Background: an optimization exercise with open tools, aiming at small area. Do not read the settings as production practice. RTL that was checked went through simulation tests only; none was proved equivalent to the original. Only the layout flow was run in runs 4 and 5; the RTL was not checked for function there. Power is estimated from default activity; no workload was simulated.

## config.mk

```make
export PLATFORM = sky130hd
export DESIGN_NAME = s3lcd_compositor
export DESIGN_NICKNAME = s3lcd_compositor
export VERILOG_FILES = /design/flow/design.v
export SDC_FILE = /design/flow/constraint.sdc
export NUM_CORES = 4
export LEC_CHECK = 0
export CAP_MARGIN = 20
export CORE_MARGIN = 2
export CORE_UTILIZATION = 40
export PLACE_DENSITY = 0.6
export SLEW_MARGIN = 20
```

## constraint.sdc

```tcl
create_clock -name core_clock -period 10.0 [get_ports {clk}]
set_input_delay 2.0000 -clock core_clock [delete_from_list [all_inputs] [get_ports {clk}]]
set_output_delay 2.0000 -clock core_clock [all_outputs]
set_load 0.01 [all_outputs]
```

## design.v

```verilog
module s3lcd_compositor (
    input  wire        clk,
    input  wire        rst,
    input  wire        cmd_valid,
    output wire        cmd_ready,
    input  wire [7:0]  cmd_op,
    input  wire [31:0] cmd_x,
    input  wire [31:0] cmd_y,
    input  wire [31:0] cmd_w,
    input  wire [31:0] cmd_h,
    input  wire [15:0] cmd_color,
    input  wire [7:0]  cmd_alpha,
    input  wire [1:0]  cmd_wrap,       
    input  wire [31:0] cmd_src,        
    output wire        src_en,
    output wire [31:0] src_addr,
    input  wire [15:0] src_data,
    output wire        rd_en,
    output wire [11:0] rd_addr,
    input  wire [15:0] rd_data,
    output wire        wr_en,
    output wire [11:0] wr_addr,
    output wire [15:0] wr_data,
    output reg  [1:0]  rotation
);
    localparam [3:0] ST_IDLE = 4'd0;
    localparam [3:0] ST_M    = 4'd1;    
    localparam [3:0] ST_K    = 4'd2;    
    localparam [3:0] ST_Y1   = 4'd3;    
    localparam [3:0] ST_Y2   = 4'd4;    
    localparam [3:0] ST_X1   = 4'd5;    
    localparam [3:0] ST_X2   = 4'd6;    
    localparam [3:0] ST_B1   = 4'd7;    
    localparam [3:0] ST_B2   = 4'd8;    
    localparam [3:0] ST_PIX  = 4'd9;    
    localparam [3:0] ST_ROW  = 4'd10;   
    reg [3:0] st;
    reg [3:0] ph;
    reg [4:0] fc;
    wire idle = (st == ST_IDLE);
    assign cmd_ready = idle;
    wire ph0  = (ph == 4'd0);
    wire ph15 = (ph == 4'd15);
    wire s_m   = (st == ST_M);
    wire s_k   = (st == ST_K);
    wire s_y1  = (st == ST_Y1);
    wire s_y2  = (st == ST_Y2);
    wire s_x1  = (st == ST_X1);
    wire s_x2  = (st == ST_X2);
    wire s_b1  = (st == ST_B1);
    wire s_b2  = (st == ST_B2);
    wire s_pix = (st == ST_PIX);
    wire s_row = (st == ST_ROW);
    wire op_rot = (cmd_op == 8'h01);
    wire op_clr = (cmd_op == 8'h02);
    wire op_sp  = (cmd_op == 8'h10);
    wire op_hl  = (cmd_op == 8'h11);
    wire op_vl  = (cmd_op == 8'h12);
    wire op_fr  = (cmd_op == 8'h13);
    wire op_bl  = (cmd_op == 8'h20);
    wire op_ln  = op_sp | op_hl | op_vl;
    wire a_zero = (cmd_alpha == 8'd0);
    wire draw   = op_clr | ((op_ln | op_fr | op_bl) & ~a_zero);
    reg [31:0] X, Y, W, H, S;
    reg [15:0] C;
    reg [7:0]  A;
    wire [1:0] y_tail, w_tail, h_tail, s_tail;
    always @(posedge clk) begin
        if (idle) begin
            X <= cmd_x;
            Y <= cmd_y;
            W <= cmd_w;
            H <= cmd_h;
            S <= cmd_src;
            C <= cmd_color;
            A <= cmd_alpha;
        end else begin
            X <= {X[1:0], X[31:2]};
            Y <= {y_tail, Y[31:2]};
            W <= {w_tail, W[31:2]};
            H <= {h_tail, H[31:2]};
            S <= {s_tail, S[31:2]};
            A <= {A[0], A[7:1]};
        end
    end
    reg blit, clr, wx, wy, l1x, l1y, opq, xneg, yneg;
    always @(posedge clk) begin
        if (idle) begin
            blit <= op_bl;
            clr  <= op_clr;
            wx   <= cmd_wrap[0] & op_ln;
            wy   <= cmd_wrap[1] & op_ln;
            l1x  <= op_sp | op_vl;
            l1y  <= op_sp | op_hl;
            opq  <= (&cmd_alpha) | op_clr;
            xneg <= cmd_x[31] | op_clr;
            yneg <= cmd_y[31] | op_clr;
        end
    end
    reg [6:0] Wd, Hd;
    always @(*) begin
        case (rotation)
            2'd0:    begin Wd = 7'd64; Hd = 7'd48; end
            2'd1:    begin Wd = 7'd48; Hd = 7'd64; end
            2'd2:    begin Wd = 7'd40; Hd = 7'd30; end
            default: begin Wd = 7'd7;  Hd = 7'd5;  end
        endcase
    end
    wire [5:0] Wm1 = Wd[5:0] - 6'd1;
    wire [5:0] Hm1 = Hd[5:0] - 6'd1;
    wire       axis_y = s_y1 | s_y2;
    wire [6:0] Dm     = axis_y ? Hd : Wd;
    reg [1:0] dm_s;
    always @(*) begin
        case (ph)
            4'd0:    dm_s = Dm[1:0];
            4'd1:    dm_s = Dm[3:2];
            4'd2:    dm_s = Dm[5:4];
            4'd3:    dm_s = {1'b0, Dm[6]};
            default: dm_s = 2'b00;
        endcase
    end
    wire [1:0] one_s = {1'b0, ph0};
    reg empty, bigx, bigy, xlast, ylast;
    reg [5:0] col, row;
    wire [6:0] col_p1 = {1'b0, col} + 7'd1;
    wire       col_end = (col == Wm1);
    wire       row_end = (row == Hm1);
    wire [5:0] col_inc = col_end ? 6'd0 : col_p1[5:0];
    wire [5:0] row_inc = row_end ? 6'd0 : row + 6'd1;
    wire xl_cmp = col_end | (~bigx & (col_p1 == W[6:0]));
    wire xl     = (s_pix & ~wx & ph0) ? xl_cmp : xlast;
    wire [5:0] lo_x = xneg ? 6'd0 : X[7:2];
    wire [5:0] lo_y = yneg ? 6'd0 : Y[7:2];
    reg        mb;
    wire [4:0] kidx  = s_m ? fc : ~fc;
    wire [1:0] psrc  = s_x2 ? X[1:0] : Y[1:0];
    wire       match = (ph == kidx[4:1]);
    wire       b_now = kidx[0] ? psrc[1] : psrc[0];
    wire       b_eff = match ? b_now : mb;
    reg        dly;
    wire [1:0] v   = s_m ? W[1:0] :
                     s_k ? (X[1:0] & {2{xneg}}) :
                           (Y[1:0] & {2{xl}});
    wire       ins = s_pix | s_row;
    wire [1:0] sh_b = {v[0], ph0 ? ins : dly};
    wire       gt    = (ph > fc[4:1]);
    wire       hi_en = (gt & mb) | (match & ~fc[0] & Y[0]);
    wire       lo_en = gt & mb;
    wire [1:0] mul_b = {sh_b[1] & hi_en & yneg, sh_b[0] & lo_en & yneg};
    wire [1:0] p_s   = axis_y ? Y[1:0] : X[1:0];
    wire [1:0] l_reg = axis_y ? H[1:0] : W[1:0];
    wire       pz    = (axis_y ? wy : wx) | clr;
    wire [1:0] p_g   = pz ? 2'b00 : p_s;
    wire [1:0] l_s   = (axis_y ? l1y : l1x) ? one_s : (clr ? dm_s : l_reg);
    wire       bigc  = axis_y ? bigy : bigx;
    wire       negc  = axis_y ? yneg : xneg;
    reg  [1:0] a, b;
    reg        sub;
    always @(*) begin
        a = 2'b00; b = 2'b00; sub = 1'b1;
        case (st)
            ST_M:  begin a = S[1:0]; b = mul_b; end
            ST_K:  begin a = S[1:0]; b = sh_b; end
            ST_Y1, ST_X1: begin a = p_g; b = l_s; sub = 1'b0; end
            ST_Y2, ST_X2: begin a = bigc ? dm_s : l_reg; b = negc ? 2'b00 : p_s; end
            ST_B1: begin a = bigx ? W[1:0] : 2'b00; b = bigx ? dm_s : 2'b00; end
            ST_B2: begin a = Y[1:0]; b = xneg ? X[1:0] : 2'b00; end
            ST_PIX: begin
                if (blit & ~xl)  begin a = S[1:0]; b = sh_b; sub = 1'b0; end
                else if (xl)     begin a = H[1:0]; b = one_s; end
                else             begin a = W[1:0]; b = one_s; end
            end
            default: begin a = S[1:0]; b = sh_b; sub = 1'b0; end    
        endcase
    end
    wire       cin0 = sub | s_pix | s_row;
    reg        cf;
    wire       c_in = ph0 ? cin0 : cf;
    wire [1:0] bb   = b ^ {2{sub}};
    wire       s0   = a[0] ^ bb[0] ^ c_in;
    wire       c1   = (a[0] & bb[0]) | (a[0] & c_in) | (bb[0] & c_in);
    wire       s1   = a[1] ^ bb[1] ^ c1;
    wire       c2   = (a[1] & bb[1]) | (a[1] & c1) | (bb[1] & c1);
    wire [1:0] res  = {s1, s0};
    reg  zf, z1f, gf;
    wire z_now  = (ph0 | zf) & (res == 2'b00);
    wire z1_now = ph0 ? (res == 2'b01) : (z1f & (res == 2'b00));
    wire g_in   = ph0 | gf;
    wire g1     = (res[0] & ~dm_s[0]) | (res[0] & g_in) | (~dm_s[0] & g_in);
    wire g2     = (res[1] & ~dm_s[1]) | (res[1] & g1)   | (~dm_s[1] & g1);
    wire n32    = a[1] ^ bb[1] ^ c2;      
    wire le0    = n32 | z_now;            
    always @(posedge clk) begin
        cf  <= c2;
        zf  <= z_now;
        z1f <= z1_now;
        gf  <= g2;
        dly <= v[1];
        if (match) mb <= b_now;
    end
    wire wr_s = s_m | s_k | s_row | (s_pix & blit & ~xl);
    wire wr_h = s_y1 | (s_y2 & ~wy) | (s_pix & xl);
    wire wr_w = s_x1 | (s_pix & ~xl & ~blit & wx);
    wire wr_y = s_b1 | s_b2;
    wire rotl = s_m & blit;
    assign s_tail = wr_s ? res : S[1:0];
    assign h_tail = wr_h ? res : H[1:0];
    assign w_tail = wr_w ? res : (rotl ? {W[0], ph0 ? W[31] : dly} : W[1:0]);
    assign y_tail = wr_y ? res : Y[1:0];
    wire [6:0] mt     = {axis_y ? row : col, b_eff};
    wire [6:0] mdiff  = mt - Dm;
    wire [5:0] modres = (fc == 5'd0) ? ({6{b_eff}} & (Dm[5:0] - 6'd1)) :
                        (mdiff[6] ? mt[5:0] : mdiff[5:0]);
    wire long_st = (s_m & blit) | (s_y2 & wy) | (s_x2 & wx);
    wire adv     = ~long_st | (fc == 5'd31);
    always @(posedge clk) begin
        if (rst) begin
            st       <= ST_IDLE;
            rotation <= 2'd0;
        end else if (idle) begin
            if (cmd_valid) begin
                if (op_rot) rotation <= cmd_x[1:0];
                if (draw)   st <= ST_M;
            end
        end else if (ph15) begin
            case (st)
                ST_M:   if (adv) st <= ST_K;
                ST_K:   st <= ST_Y1;
                ST_Y1:  st <= ST_Y2;
                ST_Y2:  if (adv) st <= ST_X1;
                ST_X1:  st <= ST_X2;
                ST_X2:  if (adv) st <= ST_B1;
                ST_B1:  st <= ST_B2;
                ST_B2:  st <= empty ? ST_IDLE : ST_PIX;
                ST_PIX: if (xl) st <= ylast ? ST_IDLE : (blit ? ST_ROW : ST_PIX);
                default: st <= ST_PIX;
            endcase
        end
    end
    always @(posedge clk) begin
        ph <= idle ? 4'd0 : ph + 4'd1;
        if (idle)      fc <= 5'd0;
        else if (ph15) fc <= adv ? 5'd0 : fc + 5'd1;
    end
    always @(posedge clk) begin
        if (idle) begin
            empty <= 1'b0;
        end else begin
            if (s_pix & ~wx & ph0) xlast <= xl_cmp;
            if (ph15) begin
                if (s_y1 | (s_y2 & ~wy) | s_x1 | (s_x2 & ~wx))
                    empty <= empty | le0;
                if (s_y1) bigy <= g2 & ~n32;
                if (s_x1) bigx <= g2 & ~n32;
                if (s_y1 | (s_y2 & ~wy) | (s_pix & xl)) ylast <= z1_now;
                if (s_x1 | (s_pix & ~xl & ~blit & wx))  xlast <= z1_now;
                if (s_y1) row <= lo_y;
                if (s_x1) col <= lo_x;
                if (s_y2 & wy) row <= modres;
                if (s_x2 & wx) col <= modres;
                if (s_pix) begin
                    if (~xl) col <= col_inc;
                    else if (~ylast) begin
                        row <= row_inc;
                        if (~wx) col <= lo_x;
                    end
                end
            end
        end
    end
    reg  [15:0] acc;
    wire [15:0] fg   = blit ? src_data : C;
    wire        abit = A[7] | opq;
    wire [15:0] sel  = abit ? fg : rd_data;
    wire [5:0]  sum_r = {1'b0, acc[15:11]} + {1'b0, sel[15:11]} + {5'd0, opq};
    wire [6:0]  sum_g = {1'b0, acc[10:5]}  + {1'b0, sel[10:5]}  + {6'd0, opq};
    wire [5:0]  sum_b = {1'b0, acc[4:0]}   + {1'b0, sel[4:0]}   + {5'd0, opq};
    always @(posedge clk) begin
        acc <= ph0 ? 16'd0 : {sum_r[5:1], sum_g[6:1], sum_b[5:1]};
    end
    reg [11:0] addr;
    always @(*) begin
        case (rotation)
            2'd0:    addr = {row, col};
            2'd1:    addr = {1'b0, row, 5'd0} + {2'b0, row, 4'd0} + {6'd0, col};
            2'd2:    addr = {1'b0, row, 5'd0} + {3'b0, row, 3'd0} + {6'd0, col};
            default: addr = {3'b0, row, 3'd0} - {6'd0, row} + {6'd0, col};
        endcase
    end
    assign rd_en    = s_pix & ph0;
    assign rd_addr  = addr;
    assign src_en   = s_pix & ph0 & blit;
    assign src_addr = S;
    assign wr_en    = s_pix & (ph == 4'd9);
    assign wr_addr  = addr;
    assign wr_data  = acc;
endmodule
```

## run.sh

```bash
#!/bin/bash
# synth_recipe.tcl (not shown) runs the flow's synth.tcl, then flattens the netlist and writes it again
# the make line also repeats each setting of config.mk as NAME=value (left out here)
make -C /OpenROAD-flow-scripts/flow DESIGN_CONFIG=/design/flow/config.mk WORK_HOME=/design/flow/orfs CLKGATE_MAP_FILE= SYNTH_SCRIPT=/design/flow/synth_recipe.tcl finish
```

==> results of run 1 <==
layout by cell type (no fill, tap or decap), types with 6 or more instances in the layout:
| cell | n |
|---|---|
| buf_4 | 13 |
| xor2_1 | 18 |
| o21a_1 | 11 |
| o21ai_0 | 57 |
| nand2_1 | 546 |
| clkdlybuf4s50_1 | 306 |
| xnor2_1 | 46 |
| fa_1 | 12 |
| nand3_1 | 23 |
| or2_2 | 6 |
| nor2b_1 | 17 |
| nor4_1 | 7 |
| mux2i_1 | 35 |
| edfxtp_1 | 41 |
| nor4b_1 | 6 |
| dfxtp_1 | 206 |
| clkbuf_8 | 7 |
| and2_1 | 12 |
| a21oi_1 | 83 |
| nor3_1 | 22 |
| nand4_1 | 8 |
| ha_1 | 82 |
| a21o_1 | 22 |
| nand2b_1 | 9 |
| a211oi_1 | 7 |
| inv_1 | 49 |
| or3_1 | 9 |
| o21bai_1 | 6 |
| a31oi_1 | 18 |
| o22ai_1 | 13 |
| nor2_1 | 89 |
| nor3b_1 | 9 |
| and3_1 | 10 |
| clkbuf_16 | 30 |
routing by layer:
| metal | global-route usage, % | wire [um] | part of all wire (%) |
|---|---|---|---|
| met1 | 28.9 | 17600 | 44 |
| met4 | 5.14 | 850 | 2.1 |
| met2 | 37.1 | 19000 | 47 |
| met3 | 4.58 | 2720 | 6.8 |
| met5 | 0 | 0 | 0 |
final cells by class:
type / instances / area share, %
clock buffers: 39 / 4.76
clock inverters: 13 / 1.00
inverters: 51 / 1.11
multi-input cells: 1283 / 42.6
flip-flops and latches: 247 / 29.8
well taps: 448 / 3.12
repair buffers: 319 / 17.6
flip-flops by register name, summed over array words and instances, names as in the netlist, 4 cells and up:
signal and cells:
H 32, S 32, W 32, X 32
Y 32, C 16, acc 16, A 8
col 6, row 6, fc 5, ph 4
st 4
power by group through the flow:
stage / Clock [W] / Sequential [W] / Combinational (W)
6_report: 0.00112 / 0.00109 / 0.000249
5_1_grt: 0.00119 / 0.00110 / 0.000276
4_1_cts: 0.00115 / 0.00109 / 0.000252
3_5_place_dp: 0 / 0.00111 / 0.000250
3_3_place_gp: 0 / 0.00111 / 0.000249
2_1_floorplan: 0 / 0.00111 / 0.000106
stage by stage:
stage	setup slack, ns	power (W)
detailed placement	4.29	0.00136
floorplan	5.07	0.00121
finish	3.73	0.00247
global placement	4.39	0.00136
CTS	3.69	0.00250
global route	3.44	0.00257
critical path: cells and delay by family (launching register included):
family	cells	cell delay (ns)
compound gates	6	1.31
xor+xnor	1	0.17
fa+ha+maj	2	0.71
buf+inv	2	0.80
flops	1	0.68
simple gates	1	0.07
worst max-delay path by stage:
stage	depth (start not counted)	to	start
5_1_grt	12	wr_addr[9]	row[0]
3_3_place_gp	12	rd_addr[9]	row[0]
3_5_place_dp	12	rd_addr[9]	row[0]
6_report	12	rd_addr[9]	row[0]
4_1_cts	12	rd_addr[9]	row[0]
2_1_floorplan	12	wr_addr[9]	row[0]
kinds of logic (layout without fill, tap and decap cells):
group | after synthesis | count (layout) | synth area share [%]
xor gates and xnor gates | 66 | 66 | 4.46
AOI/OAI and AO/OA | 285 | 285 | 13.7
muxes | 41 | 41 | 3.12
adders and majority gates | 94 | 94 | 9.28
DFF | 247 | 247 | 39.3
and+or+nand+nor | 797 | 797 | 25.5
buffers and inverters | 148 | 422 | 4.65
==> flow_summary.toml, run 1 <==
[logic_synthesis]
syn_area_per_cell_um2 = 8.13
synth_ff_type = "dfxtp_1"
yosysWarnings = 1
ys_seq_area_share_pct = 39.3
synth_nets = 2001
yosysMostFrequentCell = "nand2_1"
synth_edf_count = 41
synth_area_leaders = "dfxtp_1 30%, nand2_1 15%, edfxtp_1 9.0%, ha_1 7.5%, a21oi_1 3.0%"
postSynth.asyncResetShare_pct = 0
synthCells = 1678
yosysTopAreaCellShare_pct = 30.2
synth_top_cell_by_area = "dfxtp_1"
ys_ff_latch = 247
synth.distinct_cells = 96
synth_area_um2 = 13600
synth_common_cells = "547 x nand2_1, 206 x dfxtp_1, 89 x nor2_1"

[place]
dp.final_hpwl_um = 29200
io_buffers = 306
gp_congestion = 0.896
dp.cells = 2348
post_dp_cell_area_um2 = 16900

[floorplan]
start_util_pct = 40.7
rows = 67
die_y_um = 189
dieWidth_um = 189
ios = 307
die_area_um2 = 35600
core_um2 = 33500

[worst_setup_path]
slowest_delay_ns = 0.68
crit_type = "flop to output port"
crit_arrival_ns = 4.27
cp.required_ns = 8.00
worstReg2RegStart = "st[0]"
critical_path_peak_fanout = 12
path_cells = "inv_1, ha_1, ha_1, a21o_1, a21oi_1, nor2b_1, o21a_1, o21ai_0, a2111oi_0, xnor2_1, a21oi_1, clkdlybuf4s50_1"
crit_path_end_kind = "output port"
r2r_slack_ns = 4.80
slowest_stage = "edfxtp_1"
worst_r2r_endpoint = "empty"
reg2reg_depth = 15
startpoint_type = "flop"

[route]
route.detailed.drc = 0
wire_per_inst_um = 16.7
drt-total-wl_um = 40200
firstDrtPassIters = 6
post_drt_via_cell_ratio = 5.16
vias = 12372
antenna_left = 0
first_iter_violations = 963

[pwr]
powerDensity_nw_per_um2 = 137
leakagePower_nw = 7.74
power.switching_w = 0.000556
clkPwrFrac_pct = 45.6
p_sw_share_pct = 22.5
peakVddDrop_mv = 0.0998
power_frac_seq_pct = 44.3
p_int_w = 0.00191
combinationalPowerShare_pct = 10.1

[cts]
cts_max_level = 1
post-cts-setup-buffers = 0
cts-root-buf = "clkbuf_16"
clk_latency_ns = 0.54
cts_resized = 0
clk_pin_slew_ns = 0.06
hold_buffers = 0
cts_tree = "built"
cts_max_path_buffers = 3
clock_sinks = 247
cts_buffers = 28

[finish]
multiInputGateArea_um2 = 7660
nets = 2253
nFillCells = 3158
layout-drive-gt1-share_pct = 5.17
diodes = 0
ff_latch_area_um2 = 5360
final_area_um2 = 18000
instances_no_fill = 2400
final_core_util_pct = 53.6
area_delta_synth_final_pct = 31.7

[sta]
max_slew_margin_pct = 29.8
fin_hold_ws_ns = 0.419
grt_setup_unrepaired = "no"
finalSetupViolations = 0
slew_viol_final = 0
fin_skew_ns = 0.00787
tns_ns = 0
tightestPinTransition_ns = 1.05
max_freq_mhz = 160
min_period_ns = 6.27
hold_violations = 0
period_share_pct = 62.7

[grt]
grt_pass1_wl_um = 63600
grt_usage_pct = 22.0
grt_max_degree = 107
grt.overflow.total = 0
grt_pass1_vias = 11824
antenna_found_initial = 0

[min_path]
whs_path_depth = 2
min-delay-start = "Y[19]"
hold_path_end = "Y[17]"
hold_class = "flop to flop"

[flow_run]
drv_cap = 0

[run_status]
status = "finished clean"
==> run 2: changes to the inputs <==
--- a/config.mk
+++ b/config.mk
@@ -8,5 +8,6 @@
 export CAP_MARGIN = 20
 export CORE_MARGIN = 2
-export CORE_UTILIZATION = 40
-export PLACE_DENSITY = 0.6
+export CORE_UTILIZATION = 65
+export CTS_BUF_LIST = sky130_fd_sc_hd__clkbuf_4
+export PLACE_DENSITY = 0.75
 export SLEW_MARGIN = 20
==> run 2 against run 1 <==
  * Utilization grew 32 points
  * Wire length grew 11%
  * Final area shrank 2.7%
  * Hold slack lost 0.0025 ns
  * Final cell count shrank 4.9%
  * Register-to-register slack lost 0.32 ns
  * Non-clock buffer count shrank 1
  * Synthesized cell count is the same
  * Clock skew grew 0.045 ns
==> flow_summary.toml, run 2 <==
[run_status]
status = "finished clean"

[logic_synthesis]
syn_area_per_cell_um2 = 8.13
synthCells = 1678
synth_area_leaders = "dfxtp_1 30%, nand2_1 15%, edfxtp_1 9.0%, ha_1 7.5%, a21oi_1 3.0%"
yosysMostFrequentCell = "nand2_1"
synth_area_um2 = 13600
postSynth.asyncResetShare_pct = 0
yosysTopAreaCellShare_pct = 30.2
synth_common_cells = "547 x nand2_1, 206 x dfxtp_1, 89 x nor2_1"
synth_edf_count = 41
ys_ff_latch = 247
ys_seq_area_share_pct = 39.3
synth_ff_type = "dfxtp_1"
synth_nets = 2001
synth.distinct_cells = 96
synth_top_cell_by_area = "dfxtp_1"
yosysWarnings = 1

[cts]
clk_latency_ns = 0.77
cts_resized = 0
clock_sinks = 247
cts-root-buf = "clkbuf_4"
hold_buffers = 0
cts_max_path_buffers = 3
clk_pin_slew_ns = 0.07
cts_tree = "built"
post-cts-setup-buffers = 0
cts_buffers = 60
cts_max_level = 2

[grt]
grt_max_degree = 99
grt.overflow.total = 0
grt_pass1_vias = 13933
grt_usage_pct = 39.5
antenna_found_initial = 3
grt_pass1_wl_um = 69700

[place]
io_buffers = 306
dp.final_hpwl_um = 29400
gp_congestion = 0.976
dp_slack_ns = 4.34

[floorplan]
rows = 52
start_util_pct = 66.8
ios = 307
die_y_um = 149
die_area_um2 = 22200
core_um2 = 20400
dieWidth_um = 149

[worst_setup_path]
critical_path_peak_fanout = 12
endpoint = "rd_addr[9]"
slowest_stage = "edfxtp_1"
crit_type = "flop to output port"
worst_r2r_endpoint = "empty"
slowest_delay_ns = 0.67
reg2reg_depth = 17
cp.required_ns = 8.00
path_cells = "inv_1, ha_1, ha_1, a21o_1, a21oi_1, nor2b_1, o21a_1, o21ai_0, a2111oi_0, xnor2_1, a21oi_1, clkdlybuf4s50_1"
worstReg2RegStart = "rotation[0]"
crit_arrival_ns = 4.50
startpoint_type = "flop"
crit_path_end_kind = "output port"
r2r_slack_ns = 4.48
cp-startpoint = "row[0]"

[route]
drt-total-wl_um = 44500
firstDrtPassIters = 6
vias = 13650
first_iter_violations = 1344
antenna_left = 0
post_drt_via_cell_ratio = 5.98
wire_per_inst_um = 19.5
route.detailed.drc = 0

[sta]
period_share_pct = 65.0
min_period_ns = 6.50
max_freq_mhz = 154
max_slew_margin_pct = 27.3
finalSetupViolations = 0
fin_skew_ns = 0.0531
tns_ns = 0
finalWorstSetupSlack_ns = 3.50
tightestPinTransition_ns = 1.08
grt_setup_unrepaired = "no"
slew_viol_final = 0
hold_violations = 0

[pwr]
leakagePower_nw = 7.68
peakVddDrop_mv = 0.131
powerDensity_nw_per_um2 = 127

[finish]
nets = 2284
area_delta_synth_final_pct = 28.2
layout-drive-gt1-share_pct = 6.97
final_common_cell = "nand2_1"
final_cell_mix = "546 x nand2_1, 306 x clkdlybuf4s50_1, 206 x dfxtp_1, 89 x nor2_1, 83 x a21oi_1"

[min_path]
hold_class = "flop to flop"

[flow_run]
drv_cap = 0
==> run 2: cell counts after synthesis <==
No cell type changed its count.
==> run 2: cells by family after synthesis <==
logic type	synth area share, %
and+or+nand+nor	25.5
adders and majority gates	9.28
DFF	39.3
AOI/OAI and AO/OA	13.7
xor gates and xnor gates	4.46
muxes	3.12
buffers and inverters	4.65
==> run 2: worst min path at each step <==
stage	from	endpoint	slack, ns	cells after the start
3_5_place_dp	Y[10]	Y[8]	0.41	2
6_report	Y[12]	Y[10]	0.42	2
2_1_floorplan	A[1]	A[0]	0.40	2
5_1_grt	Y[13]	Y[11]	0.44	2
4_1_cts	W[10]	W[8]	0.42	2
3_3_place_gp	H[5]	H[3]	0.40	2
==> run 2: metal layers <==
metal	vias to the layer above	track usage (%)	share of wire, %
li1	6276	-	-
met1	6390	44.8	36
met2	782	69.1	49
met3	200	10.6	9.9
met4	2	19.0	4.8
met5	-	0	0.036
==> run 2: stage by stage <==
stage	cells	utilization, %	instance area, um^2	total power (W)	hold WS, ns
after floorplan	1678	-	13600	0.00121	0.399
after global placement	2169	81.8	16700	0.00136	0.401
after detailed placement	2169	81.8	16700	0.00137	0.406
after CTS	2280	85.6	17500	0.00222	0.419
after global routing	2282	85.6	17500	0.00231	0.439
final	2282	85.6	17500	0.00223	0.416
==> run 2: layout make-up <==
type                    count  area, um^2
clock inverters            31         175
flip-flops and latches    247        5360
multi-input cells        1283        7660
well taps                 270         338
clock buffers              80         601
diodes                      2        5.00
repair buffers            318        3150
inverters                  51         199
fillers                  1148        2940
==> run 2: worst max-delay path, delay by kind of cell (launching register included) <==
kind | cells | cell delay (ns)
XOR/XNOR | 1 | 0.17
AO/OA/AOI/OAI | 6 | 1.36
AND/OR/NAND/NOR | 1 | 0.07
buffers and inverters | 2 | 0.80
flip-flops | 1 | 0.67
adder cells (fa/ha/maj) | 2 | 0.69
==> run 2: report_power, final <==
group / total (W) / switching, W / internal (W)
Sequential: 0.00110 / 0.0000314 / 0.00106
Combinational: 0.000266 / 0.000121 / 0.000146
Clock: 0.000864 / 0.000455 / 0.000409
Total: 0.00223 / 0.000607 / 0.00162
==> run 3: changes to the inputs <==
==> flow/run.sh (new file) <==
#!/bin/bash
# Standard layout, but with the smallest buffer on every input and output port.
set -euo pipefail
export BUFFER_PORTS_ARGS="-buffer_cell sky130_fd_sc_hd__buf_1"
bash standard.sh > standard_flow.log 2>&1
==> standard.sh (new file) <==
#!/bin/bash
# synth_recipe.tcl (not shown) runs the flow's synth.tcl, then flattens the netlist and writes it again
# the make line also repeats each setting of config.mk as NAME=value (left out here)
make -C /OpenROAD-flow-scripts/flow DESIGN_CONFIG=/design/flow/config.mk WORK_HOME=/design/flow/orfs CLKGATE_MAP_FILE= SYNTH_SCRIPT=/design/flow/synth_recipe.tcl "${@:-finish}"
removed: run.sh
==> run 3 against run 2 <==
  * Setup slack better by 0.49 ns
  * Synthesized cell count did not move
  * Sequential cell count did not move
  * Clock power fell by 0.6%
  * Die area unchanged
  * Clock skew up 0.0062 ns
  * Power is 4.2% lower
  * Combinational power shrank 32%
  * Global-route usage down 6.7 points
  * Largest cell class unchanged
  * Still clean
  * Final area down 11%
==> flow_summary.toml, run 3 <==
[run_status]
status = "finished clean"

[floorplan]
die_area_um2 = 22200
dieWidth_um = 149
ios = 307
start_util_pct = 66.8
rows = 52
die_y_um = 149
core_um2 = 20400

[logic_synthesis]
ys_ff_latch = 247
yosysTopAreaCellShare_pct = 30.2
synth_ff_type = "dfxtp_1"
ys_seq_area_share_pct = 39.3
synth_area_um2 = 13600
synth_top_cell_by_area = "dfxtp_1"
synth_area_leaders = "dfxtp_1 30%, nand2_1 15%, edfxtp_1 9.0%, ha_1 7.5%, a21oi_1 3.0%"
postSynth.asyncResetShare_pct = 0
synth_edf_count = 41
synth.distinct_cells = 96
syn_area_per_cell_um2 = 8.13
synth_common_cells = "547 x nand2_1, 206 x dfxtp_1, 89 x nor2_1"
synth_nets = 2001
yosysMostFrequentCell = "nand2_1"
synthCells = 1678
yosysWarnings = 1

[cts]
cts_tree = "built"
hold_buffers = 0
cts_resized = 0
cts_max_level = 3
cts_buffers = 66
clk_pin_slew_ns = 0.06
cts_max_path_buffers = 3
clk_latency_ns = 0.67
cts-root-buf = "clkbuf_4"
post-cts-setup-buffers = 0
clock_sinks = 247

[route]
firstDrtPassIters = 9
vias = 12853
antenna_left = 0
post_drt_via_cell_ratio = 5.63
drt-total-wl_um = 37100
first_iter_violations = 1024
wire_per_inst_um = 16.3
route.detailed.drc = 0

[sta]
tightestPinTransition_ns = 0.937
slew_viol_final = 0
period_share_pct = 60.0
hold_violations = 0
max_freq_mhz = 167
tns_ns = 0
grt_setup_unrepaired = "no"
max_slew_margin_pct = 36.7
finalWorstSetupSlack_ns = 4.00
fin_skew_ns = 0.0593
finalSetupViolations = 0
min_period_ns = 6.00

[grt]
grt_usage_pct = 32.8
grt.overflow.total = 0
grt_pass1_wl_um = 58600
antenna_found_initial = 2
grt_max_degree = 90
grt_pass1_vias = 12153

[pwr]
peakVddDrop_mv = 0.127
power.switching_w = 0.000554
p_int_w = 0.00158
clkPwrFrac_pct = 40.3
leakagePower_nw = 6.87
combinationalPowerShare_pct = 8.5
p_sw_share_pct = 26.0
powerDensity_nw_per_um2 = 137
power_frac_seq_pct = 51.2

[min_path]
whs_path_depth = 2
hold_class = "flop to flop"
min-delay-start = "S[8]"
hold_path_end = "S[6]"

[place]
dp.final_hpwl_um = 26400
post_dp_cell_area_um2 = 14800
io_buffers = 306
dp.cells = 2169
gp_congestion = 0.954
dp_slack_ns = 4.71

[worst_setup_path]
crit_type = "flop to output port"
startpoint_type = "flop"
worstReg2RegStart = "st[2]"
reg2reg_depth = 15
critical_path_peak_fanout = 12
critical_path_buf_inv_count = 2
crit_path_end_kind = "output port"
crit_arrival_ns = 4.00
cp_top_family = "compound AO/OA/AOI/OAI gates"
path_depth = 12
slowest_delay_ns = 0.66
slowest_stage = "edfxtp_1"
cp.required_ns = 8.00
path_cells = "inv_1, ha_1, ha_1, a21o_1, a21oi_1, nor2b_1, o21a_1, o21ai_0, a2111oi_0, xnor2_1, a21oi_1, buf_1"
worst_r2r_endpoint = "empty"
r2r_slack_ns = 4.68

[finish]
ff_latch_area_um2 = 5360
area_delta_synth_final_pct = 14.3
final_common_cell = "nand2_1"
multiInputGateArea_um2 = 7660
nets = 2290
instances_no_fill = 2281
layout-drive-gt1-share_pct = 7.52
final_cell_mix = "546 x nand2_1, 306 x buf_1, 206 x dfxtp_1, 94 x clkbuf_4, 89 x nor2_1"
final_core_util_pct = 76.3
nFillCells = 1611
final_area_um2 = 15600

[flow_run]
drv_cap = 0
==> run 3: cell counts after synthesis <==
Identical to the previous run, type by type.
==> run 3: final cells by class <==
type                    instances  share of cell area, %
clock inverters                16                  0.586
diodes                          2                 0.0321
clock buffers                  94                   4.53
flip-flops and latches        247                   34.3
multi-input cells            1283                   49.1
inverters                      51                   1.28
well taps                     270                   2.17
repair buffers                318                   7.94
==> run 3: worst max-delay path by stage <==
stage                     slack (ns)  startpoint         end
final                           4.00      row[0]  rd_addr[9]
after CTS                       4.00      row[0]  rd_addr[9]
after global placement          4.82      row[0]  rd_addr[9]
after detailed placement        4.71      row[0]  rd_addr[9]
after global routing            3.73      row[0]  rd_addr[9]
after floorplan                 5.07      row[0]  wr_addr[9]
==> run 3: cells by family (layout without fill, tap and decap cells) <==
group / after synthesis / after routing / synth area share (%)
compound gates: 285 / 285 / 13.7
xor+xnor: 66 / 66 / 4.46
fa+ha+maj: 94 / 94 / 9.28
buf+inv: 148 / 479 / 4.65
flops: 247 / 247 / 39.3
mux: 41 / 41 / 3.12
other cells: 0 / 2 / 0
simple gates: 797 / 797 / 25.5
==> run 3: power groups by stage <==
| stage | logic (W) | clock network (W) | registers (W) |
|---|---|---|---|
| 2_1_floorplan | 0.000106 | 0 | 0.00111 |
| 3_3_place_gp | 0.000173 | 0 | 0.00111 |
| 3_5_place_dp | 0.000178 | 0 | 0.00111 |
| 4_1_cts | 0.000180 | 0.000876 | 0.00109 |
| 5_1_grt | 0.000204 | 0.000933 | 0.00110 |
| 6_report | 0.000181 | 0.000859 | 0.00109 |
==> run 3: tightest hold or removal path, stage by stage (launching register included) <==
cell,delay [ns]
dfxtp_1,0.31
nand2_1,0.05
nand2_1,0.04
==> run 3: through the flow <==
| step | total power (W) | hold WS [ns] |
|---|---|---|
| finish | 0.00213 | 0.381 |
| global route | 0.00223 | 0.416 |
| CTS | 0.00215 | 0.380 |
| detailed placement | 0.00129 | 0.406 |
| global placement | 0.00129 | 0.401 |
| floorplan | 0.00121 | 0.399 |
==> run 3: per-layer routing <==
metal / track usage (%) / vias to the layer above / wire length, um
li1: - / 6292 / -
met1: 40.9 / 5823 / 14700
met2: 52.8 / 645 / 17200
met3: 11.1 / 93 / 4180
met4: 12.5 / 0 / 989
met5: 0 / - / 0
==> run 4: changes to the inputs <==
--- a/design.v
+++ b/design.v
@@ -25,8 +25,8 @@
 );
     localparam [3:0] ST_IDLE = 4'd0;
-    localparam [3:0] ST_M    = 4'd1;    
-    localparam [3:0] ST_K    = 4'd2;    
-    localparam [3:0] ST_Y1   = 4'd3;    
-    localparam [3:0] ST_Y2   = 4'd4;    
+    localparam [3:0] ST_Y1   = 4'd1;    
+    localparam [3:0] ST_Y2   = 4'd2;    
+    localparam [3:0] ST_M    = 4'd3;    
+    localparam [3:0] ST_K    = 4'd4;    
     localparam [3:0] ST_X1   = 4'd5;    
     localparam [3:0] ST_X2   = 4'd6;    
@@ -99,14 +99,15 @@
     end
     reg [6:0] Wd, Hd;
+    reg [5:0] Wm1;
+    reg [2:0] mr;
+    reg [7:0] Qd, qmax;
     always @(*) begin
         case (rotation)
-            2'd0:    begin Wd = 7'd64; Hd = 7'd48; end
-            2'd1:    begin Wd = 7'd48; Hd = 7'd64; end
-            2'd2:    begin Wd = 7'd40; Hd = 7'd30; end
-            default: begin Wd = 7'd7;  Hd = 7'd5;  end
+            2'd0:    begin Wd = 7'd64; Hd = 7'd48; Wm1 = 6'd63; mr = 3'd1; Qd = 8'd48;  qmax = 8'd47;  end
+            2'd1:    begin Wd = 7'd48; Hd = 7'd64; Wm1 = 6'd47; mr = 3'd3; Qd = 8'd192; qmax = 8'd189; end
+            2'd2:    begin Wd = 7'd40; Hd = 7'd30; Wm1 = 6'd39; mr = 3'd5; Qd = 8'd150; qmax = 8'd145; end
+            default: begin Wd = 7'd7;  Hd = 7'd5;  Wm1 = 6'd6;  mr = 3'd7; Qd = 8'd35;  qmax = 8'd28;  end
         endcase
     end
-    wire [5:0] Wm1 = Wd[5:0] - 6'd1;
-    wire [5:0] Hm1 = Hd[5:0] - 6'd1;
     wire       axis_y = s_y1 | s_y2;
     wire [6:0] Dm     = axis_y ? Hd : Wd;
@@ -123,30 +124,27 @@
     wire [1:0] one_s = {1'b0, ph0};
     reg empty, bigx, bigy, xlast, ylast;
-    reg [5:0] col, row;
+    reg [5:0] col;
+    reg [7:0] q;
     wire [6:0] col_p1 = {1'b0, col} + 7'd1;
     wire       col_end = (col == Wm1);
-    wire       row_end = (row == Hm1);
+    wire       q_end   = (q == qmax);
     wire [5:0] col_inc = col_end ? 6'd0 : col_p1[5:0];
-    wire [5:0] row_inc = row_end ? 6'd0 : row + 6'd1;
+    wire [7:0] q_inc   = q_end ? 8'd0 : q + {5'd0, mr};
     wire xl_cmp = col_end | (~bigx & (col_p1 == W[6:0]));
     wire xl     = (s_pix & ~wx & ph0) ? xl_cmp : xlast;
     wire [5:0] lo_x = xneg ? 6'd0 : X[7:2];
-    wire [5:0] lo_y = yneg ? 6'd0 : Y[7:2];
     reg        mb;
     wire [4:0] kidx  = s_m ? fc : ~fc;
-    wire [1:0] psrc  = s_x2 ? X[1:0] : Y[1:0];
+    wire [1:0] psrc  = s_m ? W[1:0] : s_x2 ? X[1:0] : Y[1:0];
     wire       match = (ph == kidx[4:1]);
     wire       b_now = kidx[0] ? psrc[1] : psrc[0];
     wire       b_eff = match ? b_now : mb;
+    wire       b_div = b_eff & ~(s_y2 & ~wy & yneg);
     reg        dly;
-    wire [1:0] v   = s_m ? W[1:0] :
-                     s_k ? (X[1:0] & {2{xneg}}) :
-                           (Y[1:0] & {2{xl}});
+    wire [1:0] v   = s_k ? (X[1:0] & {2{xneg}}) :
+                           (Y[1:0] & {2{xl | s_m}});
     wire       ins = s_pix | s_row;
     wire [1:0] sh_b = {v[0], ph0 ? ins : dly};
-    wire       gt    = (ph > fc[4:1]);
-    wire       hi_en = (gt & mb) | (match & ~fc[0] & Y[0]);
-    wire       lo_en = gt & mb;
-    wire [1:0] mul_b = {sh_b[1] & hi_en & yneg, sh_b[0] & lo_en & yneg};
+    wire [1:0] mul_b = sh_b & {2{b_eff & yneg}};
     wire [1:0] p_s   = axis_y ? Y[1:0] : X[1:0];
     wire [1:0] l_reg = axis_y ? H[1:0] : W[1:0];
@@ -201,17 +199,20 @@
     end
     wire wr_s = s_m | s_k | s_row | (s_pix & blit & ~xl);
-    wire wr_h = s_y1 | (s_y2 & ~wy) | (s_pix & xl);
+    wire fc0  = (fc == 5'd0);
+    wire wr_h = s_y1 | (s_y2 & ~wy & fc0) | (s_pix & xl);
     wire wr_w = s_x1 | (s_pix & ~xl & ~blit & wx);
     wire wr_y = s_b1 | s_b2;
-    wire rotl = s_m & blit;
     assign s_tail = wr_s ? res : S[1:0];
     assign h_tail = wr_h ? res : H[1:0];
-    assign w_tail = wr_w ? res : (rotl ? {W[0], ph0 ? W[31] : dly} : W[1:0]);
-    assign y_tail = wr_y ? res : Y[1:0];
-    wire [6:0] mt     = {axis_y ? row : col, b_eff};
-    wire [6:0] mdiff  = mt - Dm;
-    wire [5:0] modres = (fc == 5'd0) ? ({6{b_eff}} & (Dm[5:0] - 6'd1)) :
-                        (mdiff[6] ? mt[5:0] : mdiff[5:0]);
-    wire long_st = (s_m & blit) | (s_y2 & wy) | (s_x2 & wx);
+    assign w_tail = wr_w ? res : W[1:0];
+    assign y_tail = wr_y ? res : (s_m ? sh_b : Y[1:0]);
+    wire [7:0] macc   = axis_y ? q : {2'b00, col};
+    wire [1:0] madd   = axis_y ? mr[2:1] : 2'b00;
+    wire [8:0] mt     = {macc + (b_div ? {6'd0, madd} : 8'd0), b_div};
+    wire [7:0] Dmod   = axis_y ? Qd : {1'b0, Wd};
+    wire [9:0] mdiff  = {1'b0, mt} - {2'b00, Dmod};
+    wire [7:0] modres = fc0 ? ({8{b_div}} & (axis_y ? qmax : {2'b00, Wm1})) :
+                        (mdiff[9] ? mt[7:0] : mdiff[7:0]);
+    wire long_st = (s_m & blit) | s_y2 | (s_x2 & wx);
     wire adv     = ~long_st | (fc == 5'd31);
     always @(posedge clk) begin
@@ -222,12 +223,12 @@
             if (cmd_valid) begin
                 if (op_rot) rotation <= cmd_x[1:0];
-                if (draw)   st <= ST_M;
+                if (draw)   st <= ST_Y1;
             end
         end else if (ph15) begin
             case (st)
+                ST_Y1:  st <= ST_Y2;
+                ST_Y2:  if (adv) st <= ST_M;
                 ST_M:   if (adv) st <= ST_K;
-                ST_K:   st <= ST_Y1;
-                ST_Y1:  st <= ST_Y2;
-                ST_Y2:  if (adv) st <= ST_X1;
+                ST_K:   st <= ST_X1;
                 ST_X1:  st <= ST_X2;
                 ST_X2:  if (adv) st <= ST_B1;
@@ -250,18 +251,17 @@
             if (s_pix & ~wx & ph0) xlast <= xl_cmp;
             if (ph15) begin
-                if (s_y1 | (s_y2 & ~wy) | s_x1 | (s_x2 & ~wx))
+                if (s_y1 | (s_y2 & ~wy & fc0) | s_x1 | (s_x2 & ~wx))
                     empty <= empty | le0;
                 if (s_y1) bigy <= g2 & ~n32;
                 if (s_x1) bigx <= g2 & ~n32;
-                if (s_y1 | (s_y2 & ~wy) | (s_pix & xl)) ylast <= z1_now;
+                if (s_y1 | (s_y2 & ~wy & fc0) | (s_pix & xl)) ylast <= z1_now;
                 if (s_x1 | (s_pix & ~xl & ~blit & wx))  xlast <= z1_now;
-                if (s_y1) row <= lo_y;
                 if (s_x1) col <= lo_x;
-                if (s_y2 & wy) row <= modres;
-                if (s_x2 & wx) col <= modres;
+                if (s_y2) q <= modres;
+                if (s_x2 & wx) col <= modres[5:0];
                 if (s_pix) begin
                     if (~xl) col <= col_inc;
                     else if (~ylast) begin
-                        row <= row_inc;
+                        q <= q_inc;
                         if (~wx) col <= lo_x;
                     end
@@ -280,11 +280,14 @@
         acc <= ph0 ? 16'd0 : {sum_r[5:1], sum_g[6:1], sum_b[5:1]};
     end
+    wire [2:0] cadd = (rotation == 2'd1) ? {1'b0, col[5:4]} :
+                      (rotation == 2'd2) ? col[5:3] : col[2:0];
+    wire [7:0] qa   = q + {5'd0, cadd};
     reg [11:0] addr;
     always @(*) begin
         case (rotation)
-            2'd0:    addr = {row, col};
-            2'd1:    addr = {1'b0, row, 5'd0} + {2'b0, row, 4'd0} + {6'd0, col};
-            2'd2:    addr = {1'b0, row, 5'd0} + {3'b0, row, 3'd0} + {6'd0, col};
-            default: addr = {3'b0, row, 3'd0} - {6'd0, row} + {6'd0, col};
+            2'd0:    addr = {q[5:0], col};
+            2'd1:    addr = {qa, col[3:0]};
+            2'd2:    addr = {1'b0, qa, col[2:0]};
+            default: addr = {4'd0, qa};
         endcase
     end
--- a/config.mk
+++ b/config.mk
@@ -9,5 +9,7 @@
 export CORE_MARGIN = 2
 export CORE_UTILIZATION = 65
-export CTS_BUF_LIST = sky130_fd_sc_hd__clkbuf_4
+export CTS_BUF_LIST = sky130_fd_sc_hd__clkbuf_8
+export CTS_CLUSTER_DIAMETER = 60
+export CTS_CLUSTER_SIZE = 20
 export PLACE_DENSITY = 0.75
 export SLEW_MARGIN = 20
==> run 4 against run 3 <==
  * Still clean
  * Critical path depth rose by 10
  * Setup slack got worse by 0.062 ns
  * Utilization down 2.4 points
  * Non-clock buffer count is 1 lower
  * Sequential share of layout area grew 3.4 points
  * Hold slack improved by 0.043 ns
  * Final cell count is 7.1% lower
  * Global-route usage increased by 1.4 points
  * Clock skew decreased by 0.036 ns
  * Critical endpoint is now col[2]
  * Largest cell class unchanged
==> flow_summary.toml, run 4 <==
[route]
drt-total-wl_um = 37100
wire_per_inst_um = 17.5
route.detailed.drc = 0
first_iter_violations = 1197
post_drt_via_cell_ratio = 5.70
antenna_left = 0
firstDrtPassIters = 7
vias = 12086

[floorplan]
start_util_pct = 66.1
rows = 51
ios = 307
dieWidth_um = 144
core_um2 = 19400
die_area_um2 = 20900
die_y_um = 144

[min_path]
hold_class = "flop to flop"
hold_path_end = "Y[25]"
whs_path_depth = 2
min-delay-start = "Y[27]"

[finish]
final_cell_mix = "555 x nand2_1, 306 x buf_1, 206 x dfxtp_1, 105 x nor2_1, 74 x a21oi_1"
final_common_cell = "nand2_1"
area_delta_synth_final_pct = 11.9
nets = 2135
diodes = 0
layout-drive-gt1-share_pct = 3.61

[worst_setup_path]
reg2reg_depth = 22
crit_type = "flop to flop"
worstReg2RegStart = "st[3]"
path_depth = 22
slowest_stage = "dfxtp_1"
crit_path_end_kind = "flop"
slowest_delay_ns = 0.87
cp_top_family = "simple AND/OR/NAND/NOR gates"
path_cells = "nor4bb_1, buf_4, nor4_1, mux2i_1, nor2b_1, or3_1, nor3b_1, ha_1, a21oi_1, nor2_1, xnor2_1, o21ai_0, ha_1, a21o_1, nand2b_1, and2_1, a221oi_1, buf_4, mux2i_1, nor2_1, o311ai_0, nand2_1"
critical_path_peak_fanout = 26
critical_path_buf_inv_count = 2
startpoint_type = "flop"
cp.required_ns = 10.29
r2r_slack_ns = 3.93
cp-startpoint = "st[3]"
worst_r2r_endpoint = "col[2]"
crit_arrival_ns = 6.36

[logic_synthesis]
synth_ff_type = "dfxtp_1"
syn_area_per_cell_um2 = 7.93
yosys.area_share.xor_xnor_pct = 3.39
synthAdderAreaFrac_pct = 6.35
synth_area_leaders = "dfxtp_1 32%, nand2_1 16%, edfxtp_1 10%, ha_1 4.8%, nor2_1 3.1%"
yosysMostFrequentCell = "nand2_1"
synth_top_family_by_area = "simple AND/OR/NAND/NOR gates"
synth.area.mux_share_pct = 3.23
synth_edf_count = 43
synth_common_cells = "556 x nand2_1, 206 x dfxtp_1, 105 x nor2_1"
ys_seq_area_share_pct = 42.3
synth_top_cell_by_area = "dfxtp_1"
synth_compound_area_share_pct = 12.5
yosysWarnings = 1
ys_ff_latch = 249
yosysTopAreaCellShare_pct = 32.2
synth_area_um2 = 12800
yosys.area_share.simple_pct = 27.7
synthCells = 1616
synth_nets = 1904
synth.distinct_cells = 77
postSynth.asyncResetShare_pct = 0

[sta]
slew_viol_final = 0
hold_violations = 0
finalSetupViolations = 0
max_slew_margin_pct = 28.3
fin_skew_ns = 0.0229
min_period_ns = 6.07
tightestPinTransition_ns = 1.08
tns_ns = 0
period_share_pct = 60.7
max_freq_mhz = 165
grt_setup_unrepaired = "no"

[cts]
clock_sinks = 249
cts_buffers = 19
hold_buffers = 0
clk_pin_slew_ns = 0.12
cts_max_path_buffers = 3
cts_resized = 0
post-cts-setup-buffers = 0
cts_max_level = 1
cts_tree = "built"
cts-root-buf = "clkbuf_8"
clk_latency_ns = 0.56

[grt]
grt.overflow.total = 0
grt_usage_pct = 34.1
antenna_found_initial = 1
grt_pass1_vias = 11201
grt_pass1_wl_um = 55900
grt_max_degree = 112

[pwr]
leakagePower_nw = 6.18
p_total_w = 0.00413
powerDensity_nw_per_um2 = 288
peakVddDrop_mv = 0.244

[place]
dp.final_hpwl_um = 27600
io_buffers = 306
gp_congestion = 0.978

[run_status]
status = "finished clean"

[flow_run]
drv_cap = 0
## run 4: cell count changes after synthesis, moves of 14 or more
cell | before | now
ha_1 | 82 | 49
nor2_1 | 89 | 105
clkbuf_1 | 64 | 79
inv_1 | 50 | 36
xnor2_1 | 46 | 32
## run 4: through the flow
| step | area, um^2 | setup slack, ns | utilization, % | hold WS [ns] | std cells |
|---|---|---|---|---|---|
| CTS | 14300 | 4.01 | 73.9 | 0.422 | 2120 |
| floorplan | 12800 | 4.68 | - | 0.399 | 1616 |
| global placement | 13900 | 4.27 | 71.9 | 0.401 | 2091 |
| detailed placement | 13900 | 4.01 | 71.9 | 0.408 | 2091 |
| finish | 14300 | 3.93 | 73.9 | 0.425 | 2120 |
| global route | 14300 | 3.48 | 73.9 | 0.437 | 2120 |
## run 4: worst register-to-register path, delay by kind of cell, from the launching register on
kind,cells,cell delay (ns)
xor gates and xnor gates,1,0.12
muxes,2,0.35
AOI/OAI and AO/OA,5,1.30
DFF,1,0.87
and+or+nand+nor,10,2.07
buffers and inverters,2,0.48
adders and majority gates,2,0.65
## run 4: area by class of cell
type / count / area (um^2)
well taps: 265 / 332
fillers: 1563 / 5060
inverters: 36 / 140
clock buffers: 19 / 262
repair buffers: 317 / 1230
flip-flops and latches: 249 / 5420
multi-input cells: 1224 / 6830
clock inverters: 10 / 128
## run 4: per-layer routing
layer  wire length, um  global-route usage [%]  up-vias
li1                  -                       -     5881
met3              3550                    9.14      120
met1             14600                    42.6     5533
met5                13                       0        -
met4              1870                    15.2        2
met2             17000                    55.6      550
## run 4: kinds of logic after synthesis
family / count (synthesis)
AOI/OAI and AO/OA: 250
adders and majority gates: 59
muxes: 41
buffers and inverters: 143
and+or+nand+nor: 826
DFF: 249
xor gates and xnor gates: 48
## run 4: where the power goes
part	internal (W)	switching, W	total [W]
logic	0.000659	0.00118	0.00184
clock network	0.000221	0.000358	0.000579
registers	0.00148	0.000232	0.00172
total	0.00236	0.00177	0.00413
## run 4: worst max path at each step
| stage | to |
|---|---|
| after floorplan | col[2] |
| after global placement | col[2] |
| after detailed placement | col[2] |
| after CTS | col[2] |
| after global routing | col[2] |
| final | col[2] |
==> run 5: changes to the inputs <==
--- a/design.v
+++ b/design.v
@@ -128,7 +128,5 @@
     wire [6:0] col_p1 = {1'b0, col} + 7'd1;
     wire       col_end = (col == Wm1);
-    wire       q_end   = (q == qmax);
     wire [5:0] col_inc = col_end ? 6'd0 : col_p1[5:0];
-    wire [7:0] q_inc   = q_end ? 8'd0 : q + {5'd0, mr};
     wire xl_cmp = col_end | (~bigx & (col_p1 == W[6:0]));
     wire xl     = (s_pix & ~wx & ph0) ? xl_cmp : xlast;
@@ -207,11 +205,14 @@
     assign w_tail = wr_w ? res : W[1:0];
     assign y_tail = wr_y ? res : (s_m ? sh_b : Y[1:0]);
-    wire [7:0] macc   = axis_y ? q : {2'b00, col};
-    wire [1:0] madd   = axis_y ? mr[2:1] : 2'b00;
-    wire [8:0] mt     = {macc + (b_div ? {6'd0, madd} : 8'd0), b_div};
-    wire [7:0] Dmod   = axis_y ? Qd : {1'b0, Wd};
+    wire       horner = s_y2 | s_x2;
+    wire       use_q  = ~s_x2;
+    wire [7:0] macc   = use_q ? q : {2'b00, col};
+    wire [2:0] mmul   = use_q ? mr : 3'd1;
+    wire       mbit   = ~horner | b_div;
+    wire [8:0] mt     = (horner ? {macc, 1'b0} : {1'b0, macc}) + (mbit ? {6'd0, mmul} : 9'd0);
+    wire [7:0] Dmod   = use_q ? Qd : {1'b0, Wd};
     wire [9:0] mdiff  = {1'b0, mt} - {2'b00, Dmod};
-    wire [7:0] modres = fc0 ? ({8{b_div}} & (axis_y ? qmax : {2'b00, Wm1})) :
-                        (mdiff[9] ? mt[7:0] : mdiff[7:0]);
+    wire [7:0] mu_res = mdiff[9] ? mt[7:0] : mdiff[7:0];
+    wire [7:0] modres = fc0 ? ({8{b_div}} & (use_q ? qmax : {2'b00, Wm1})) : mu_res;
     wire long_st = (s_m & blit) | s_y2 | (s_x2 & wx);
     wire adv     = ~long_st | (fc == 5'd31);
@@ -263,5 +264,5 @@
                     if (~xl) col <= col_inc;
                     else if (~ylast) begin
-                        q <= q_inc;
+                        q <= mu_res;
                         if (~wx) col <= lo_x;
                     end
--- a/config.mk
+++ b/config.mk
@@ -10,6 +10,6 @@
 export CORE_UTILIZATION = 65
 export CTS_BUF_LIST = sky130_fd_sc_hd__clkbuf_8
-export CTS_CLUSTER_DIAMETER = 60
-export CTS_CLUSTER_SIZE = 20
+export CTS_CLUSTER_DIAMETER = 50
+export CTS_CLUSTER_SIZE = 14
 export PLACE_DENSITY = 0.75
 export SLEW_MARGIN = 20
==> run 5 against run 4 <==
  * Sequential power shrank 37%
  * First-iteration DRC count grew 8.1%
  * Clock-buffer cell count grew 9
  * Largest power group is now sequential cells
  * Highest routed layer is now met4
==> flow_summary.toml, run 5 <==
[run_status]
status = "finished clean"

[logic_synthesis]
synth_area_leaders = "dfxtp_1 32%, nand2_1 16%, edfxtp_1 9.9%, ha_1 4.2%, a21oi_1 3.7%"
ys_seq_area_share_pct = 41.6
yosysWarnings = 1
synth_area_um2 = 13000
synth_ff_type = "dfxtp_1"
yosysTopAreaCellShare_pct = 31.7
ys_ff_latch = 249
synth_edf_count = 43
synth.distinct_cells = 85
synth_nets = 1921
synth_top_cell_by_area = "dfxtp_1"
synth_common_cells = "547 x nand2_1, 206 x dfxtp_1, 110 x nor2_1"
synthCells = 1639
yosysMostFrequentCell = "nand2_1"
postSynth.asyncResetShare_pct = 0
syn_area_per_cell_um2 = 7.95

[place]
post_dp_cell_area_um2 = 14100
gp_congestion = 0.982
dp_slack_ns = 4.05
dp.final_hpwl_um = 27300
io_buffers = 306

[sta]
fin_skew_ns = 0.0263
min_period_ns = 6.16
grt_setup_unrepaired = "no"
slew_viol_final = 0
period_share_pct = 61.6
hold_violations = 0
finalWorstSetupSlack_ns = 3.84
max_freq_mhz = 162
finalSetupViolations = 0
max_slew_margin_pct = 28.7
tightestPinTransition_ns = 1.06
tns_ns = 0

[cts]
cts_buffers = 25
clk_latency_ns = 0.55
hold_buffers = 0
cts_max_level = 1
cts_tree = "built"
cts-root-buf = "clkbuf_8"
cts_resized = 0
clock_sinks = 249
post-cts-setup-buffers = 0
clk_pin_slew_ns = 0.09
cts_max_path_buffers = 3

[route]
drt-total-wl_um = 37100
antenna_left = 0
firstDrtPassIters = 5
route.detailed.drc = 0
post_drt_via_cell_ratio = 5.79
first_iter_violations = 1294
vias = 12445
wire_per_inst_um = 17.3

[worst_setup_path]
startpoint_type = "flop"
worst_r2r_endpoint = "empty"
cp.required_ns = 10.48
crit_path_end_kind = "flop"
r2r_slack_ns = 3.84
critical_path_peak_fanout = 24
crit_type = "flop to flop"
reg2reg_depth = 18
worstReg2RegStart = "rotation[0]"
crit_arrival_ns = 6.64

[min_path]
hold_class = "flop to flop"
whs_path_depth = 2
min-delay-start = "H[11]"
hold_path_end = "H[9]"

[finish]
final_cell_mix = "546 x nand2_1, 306 x buf_1, 206 x dfxtp_1, 110 x nor2_1, 96 x a21oi_1"
final_common_cell = "nand2_1"
diodes = 0
area_delta_synth_final_pct = 12.1
nets = 2156
final_area_um2 = 14600
layout-drive-gt1-share_pct = 4.14

[grt]
grt.overflow.total = 0
grt_pass1_vias = 11698
grt_pass1_wl_um = 59000
antenna_found_initial = 0
grt_usage_pct = 33.9
grt_max_degree = 107

[pwr]
peakVddDrop_mv = 0.125
powerDensity_nw_per_um2 = 128
leakagePower_nw = 6.25

[floorplan]
core_um2 = 19600
ios = 307
die_y_um = 146
rows = 51
start_util_pct = 66.5
dieWidth_um = 146
die_area_um2 = 21200

[flow_run]
drv_cap = 0
[run 5: changes by cell type after synthesis, moves of 6 or more]
cell      previous run  this run
a21oi_1             74        96
nand2_1            556       547
xnor2_1             32        19
buf_2               11        19
or3_1               13         5
clkbuf_1            79        66
o21ai_0             62        53
xor2_1              15        24
and2_1               9        15
[run 5: power breakdown]
group,leakage (nW),switching [W],total (W),internal (W)
Combinational,3.84,0.0000761,0.000134,0.0000584
Clock,0.260,0.000359,0.000649,0.000290
Sequential,2.14,0.0000242,0.00109,0.00107
[run 5: cell families after synthesis]
| family | after synthesis | share of synthesized area [%] |
|---|---|---|
| and+or+nand+nor | 814 | 26.9 |
| AOI/OAI and AO/OA | 287 | 14.2 |
| DFF | 249 | 41.6 |
| buffers and inverters | 144 | 4.79 |
| adders and majority gates | 55 | 5.76 |
| xor gates and xnor gates | 46 | 3.38 |
| muxes | 44 | 3.43 |
[run 5: layer usage]
metal	GRT usage [%]	up-vias	share of wire (%)
li1	-	5978	-
met1	45.0	5701	40
met2	55.7	680	46
met3	8.50	86	11
met4	9.12	0	2.4
met5	0	-	0
[run 5: worst max-delay path by stage]
| stage | cells past startpoint | startpoint | endpoint |
|---|---|---|---|
| floorplan | 14 | rotation[0] | wr_addr[10] |
| global placement | 15 | rotation[0] | xlast |
| detailed placement | 18 | rotation[0] | empty |
| CTS | 18 | rotation[0] | empty |
| global route | 18 | rotation[1] | empty |
| finish | 18 | rotation[0] | empty |
[run 5: final cells by class]
type	instances	area [um^2]
clock buffers	28	385
clock inverters	11	104
fillers	1523	4990
inverters	36	140
multi-input cells	1246	7000
flip-flops and latches	249	5420
well taps	265	332
repair buffers	316	1220
[run 5: through the flow]
step | cells | utilization (%) | hold slack [ns] | power (W)
finish | 2151 | 74.5 | 0.415 | 0.00187
floorplan | 1639 | - | 0.399 | 0.00118
global route | 2151 | 74.5 | 0.432 | 0.00194
global placement | 2112 | 72.0 | 0.400 | 0.00124
detailed placement | 2112 | 72.0 | 0.405 | 0.00124
CTS | 2151 | 74.5 | 0.417 | 0.00188
[run 5: worst max-delay path, stage by stage, from the launching register on]
cell      delay, ns
dfxtp_1        0.47
ha_1           0.78
inv_1          0.40
or4_1          0.53
a31oi_2        0.40
nor3_1         0.15
o21ai_1        0.55
buf_4          0.32
nor2_1         0.07
o221ai_1       0.50
xor2_1         0.18
fa_1           0.47
fa_1           0.55
inv_1          0.12
nor3_1         0.26
o21ai_0        0.11
nor2_1         0.11
nor2_1         0.05
nor2_1         0.09
==> run 6: changes to the inputs <==
--- a/design.v
+++ b/design.v
@@ -161,5 +161,5 @@
             ST_Y1, ST_X1: begin a = p_g; b = l_s; sub = 1'b0; end
             ST_Y2, ST_X2: begin a = bigc ? dm_s : l_reg; b = negc ? 2'b00 : p_s; end
-            ST_B1: begin a = bigx ? W[1:0] : 2'b00; b = bigx ? dm_s : 2'b00; end
+            ST_B1: begin a = W[1:0]; b = bigx ? dm_s : W[1:0]; end
             ST_B2: begin a = Y[1:0]; b = xneg ? X[1:0] : 2'b00; end
             ST_PIX: begin
==> run 6 against run 5 <==
  * Synthesized cell count is 0.37% higher
  * Critical path type unchanged
  * Clock skew increased by 0.027 ns
  * Clock-buffer cell count decreased by 1
  * Largest power group unchanged
==> flow_summary.toml, run 6 <==
[sta]
tightestPinTransition_ns = 1.11
fin_skew_ns = 0.0529
tns_ns = 0
slew_viol_final = 0
period_share_pct = 67.3
finalSetupViolations = 0
max_slew_margin_pct = 25.2
grt_setup_unrepaired = "no"
hold_violations = 0
max_freq_mhz = 149
finalWorstSetupSlack_ns = 3.27
min_period_ns = 6.73

[finish]
final_common_cell = "nand2_1"
diodes = 0
multiInputGateArea_um2 = 6940
area_delta_synth_final_pct = 12.7
ff_latch_area_um2 = 5420
layout-drive-gt1-share_pct = 4.17
nFillCells = 1483
final_core_util_pct = 74.8
nets = 2160
final_cell_mix = "560 x nand2_1, 306 x buf_1, 206 x dfxtp_1, 106 x nor2_1, 87 x a21oi_1"
instances_no_fill = 2159

[min_path]
hold_class = "flop to flop"
whs_path_depth = 2

[place]
io_buffers = 306
dp.cells = 2114
dp.final_hpwl_um = 28600
gp_congestion = 0.984
dp_slack_ns = 3.46

[worst_setup_path]
slowest_stage = "dfxtp_1"
cp.required_ns = 10.28
critical_path_peak_fanout = 29
crit_type = "flop to flop"
reg2reg_depth = 20
crit_path_end_kind = "flop"
slowest_delay_ns = 0.96
path_depth = 20
crit_arrival_ns = 7.01
cp_top_family = "simple AND/OR/NAND/NOR gates"
path_cells = "nand4bb_4, or4_1, mux2i_1, nor2_1, nor3_1, o21ai_0, nor2_1, ha_1, a21oi_1, a21oi_1, a2bb2oi_1, nor3_1, xnor2_1, ha_1, a21o_1, or4_1, and2_0, nor2_1, a21o_1, o22ai_1"
cp_common_cell = "nor2_1"
startpoint_type = "flop"
critical_path_buf_inv_count = 0

[floorplan]
die_y_um = 145
core_um2 = 19500
ios = 307
dieWidth_um = 145
rows = 51
start_util_pct = 66.4
die_area_um2 = 21100

[route]
vias = 12779
route.detailed.drc = 0
firstDrtPassIters = 6
first_iter_violations = 1261
wire_per_inst_um = 18.2
post_drt_via_cell_ratio = 5.92
drt-total-wl_um = 39300
antenna_left = 0

[logic_synthesis]
synth_edf_count = 43
yosysWarnings = 1
ys_seq_area_share_pct = 41.8
syn_area_per_cell_um2 = 7.88
synth_area_um2 = 13000
ys_ff_latch = 249
synth_common_cells = "561 x nand2_1, 206 x dfxtp_1, 107 x nor2_1"
postSynth.asyncResetShare_pct = 0
yosysTopAreaCellShare_pct = 31.8
synthCells = 1645
synth.distinct_cells = 76
synth_nets = 1927
yosysMostFrequentCell = "nand2_1"
synth_top_cell_by_area = "dfxtp_1"
synth_area_leaders = "dfxtp_1 32%, nand2_1 16%, edfxtp_1 10%, ha_1 4.2%, a21oi_1 3.4%"
synth_ff_type = "dfxtp_1"

[grt]
antenna_found_initial = 0
grt_usage_pct = 36.1
grt_max_degree = 105
grt.overflow.total = 0
grt_pass1_wl_um = 62000
grt_pass1_vias = 12263

[cts]
hold_buffers = 0
clk_latency_ns = 0.61
cts_max_path_buffers = 3
clock_sinks = 249
post-cts-setup-buffers = 0
cts-root-buf = "clkbuf_8"
clk_pin_slew_ns = 0.09
cts_max_level = 1
cts_tree = "built"
cts_resized = 0
cts_buffers = 27

[flow_run]
drv_cap = 0

[pwr]
p_total_w = 0.00194
peakVddDrop_mv = 0.147
powerDensity_nw_per_um2 = 133
leakagePower_nw = 6.37

[run_status]
status = "finished clean"
-- run 6: cell types whose count changed after synthesis, sizes merged, moves of 6 or more --
cell,change
o21ai,-22
nand2,+14
clkbuf,+13
buf,-11
a21oi,-10
nor3,+10
xnor2,+8
nand3,+7
nor3b,-7
nand4,+6
-- run 6: report_power, final --
group          internal (W)  switching, W
Clock              0.000320      0.000394
Combinational     0.0000580     0.0000793
Sequential          0.00106     0.0000223
-- run 6: worst register-to-register path: cells and delay by family (launching register included) --
family	cells	cell delay [ns]
and+or+nand+nor	9	2.92
AOI/OAI and AO/OA	7	1.48
DFF	1	0.96
adders and majority gates	2	0.62
xor gates and xnor gates	1	0.27
muxes	1	0.20
-- run 6: logic make-up (layout without fill, tap and decap cells) --
group | after synthesis | count (layout) | synth area share (%)
mux | 42 | 42 | 3.27
flops | 249 | 249 | 41.8
buf+inv | 149 | 398 | 4.78
simple gates | 837 | 837 | 27.7
xor+xnor | 49 | 49 | 3.43
compound gates | 266 | 266 | 13.4
fa+ha+maj | 53 | 53 | 5.64
-- run 6: worst paths after layout --
path                              to  slack, ns  start
worst min-delay path            A[0]       0.42   A[1]
worst max register to register  q[0]       3.27  st[1]
worst min register to register  A[0]       0.42   A[1]
worst max-delay path            q[0]       3.27  st[1]
-- run 6: layer usage --
layer  GRT usage (%)  up-vias  wire length (um)
li1                -     6002                 -
met1            45.6     5942             15100
met2            60.4      712             18400
met3            8.62      123              4210
met4            13.1        0              1530
met5               0        -                 0
-- run 6: area by class of cell --
class	instances	area share [%]
clock buffers	27	2.54
clock inverters	18	1.27
inverters	39	1.04
multi-input cells	1247	47.5
flip-flops and latches	249	37.1
well taps	265	2.27
repair buffers	314	8.28
-- run 6: per-stage QoR --
| step | instance area [um^2] | hold WS [ns] |
|---|---|---|
| finish | 14600 | 0.416 |
| global route | 14600 | 0.435 |
| CTS | 14600 | 0.416 |
| detailed placement | 14000 | 0.406 |
| global placement | 14000 | 0.400 |
| floorplan | 13000 | 0.399 |

==> separate check: timing with driven ports <==
The results above use ideal ports. As a check the final layouts listed here were re-extracted and re-timed, cells and wires unchanged.
Step 1: set_driving_cell puts a clkbuf_16 on clk and a buf_2 on each other input, an assumption about the parent block.
Step 2, shift: input delay + t, output delay - t, t = (earliest + latest rising clock arrival at the registers) / 2. This alone moves slack from input paths to output paths.
Slacks: ideal ports / drivers / drivers and shift; pairs: ideal ports / drivers.
run	t (ns)	setup slack, ns	worst slew at a driven data input, ns
run 1	0.590	3.734 / 3.682 / 4.272	0.08
run 2	0.782	3.504 / 3.461 / 4.243	0.11
run 3	0.689	3.995 / 3.952 / 4.640	0.08
run 4	0.591	3.933 / 3.902 / 3.933	0.07
run 5	0.585	3.837 / 3.837 / 3.837	0.07
run 6	0.623	3.272 / 3.272 / 3.272	0.06
After both steps setup and hold are still met in every run listed.
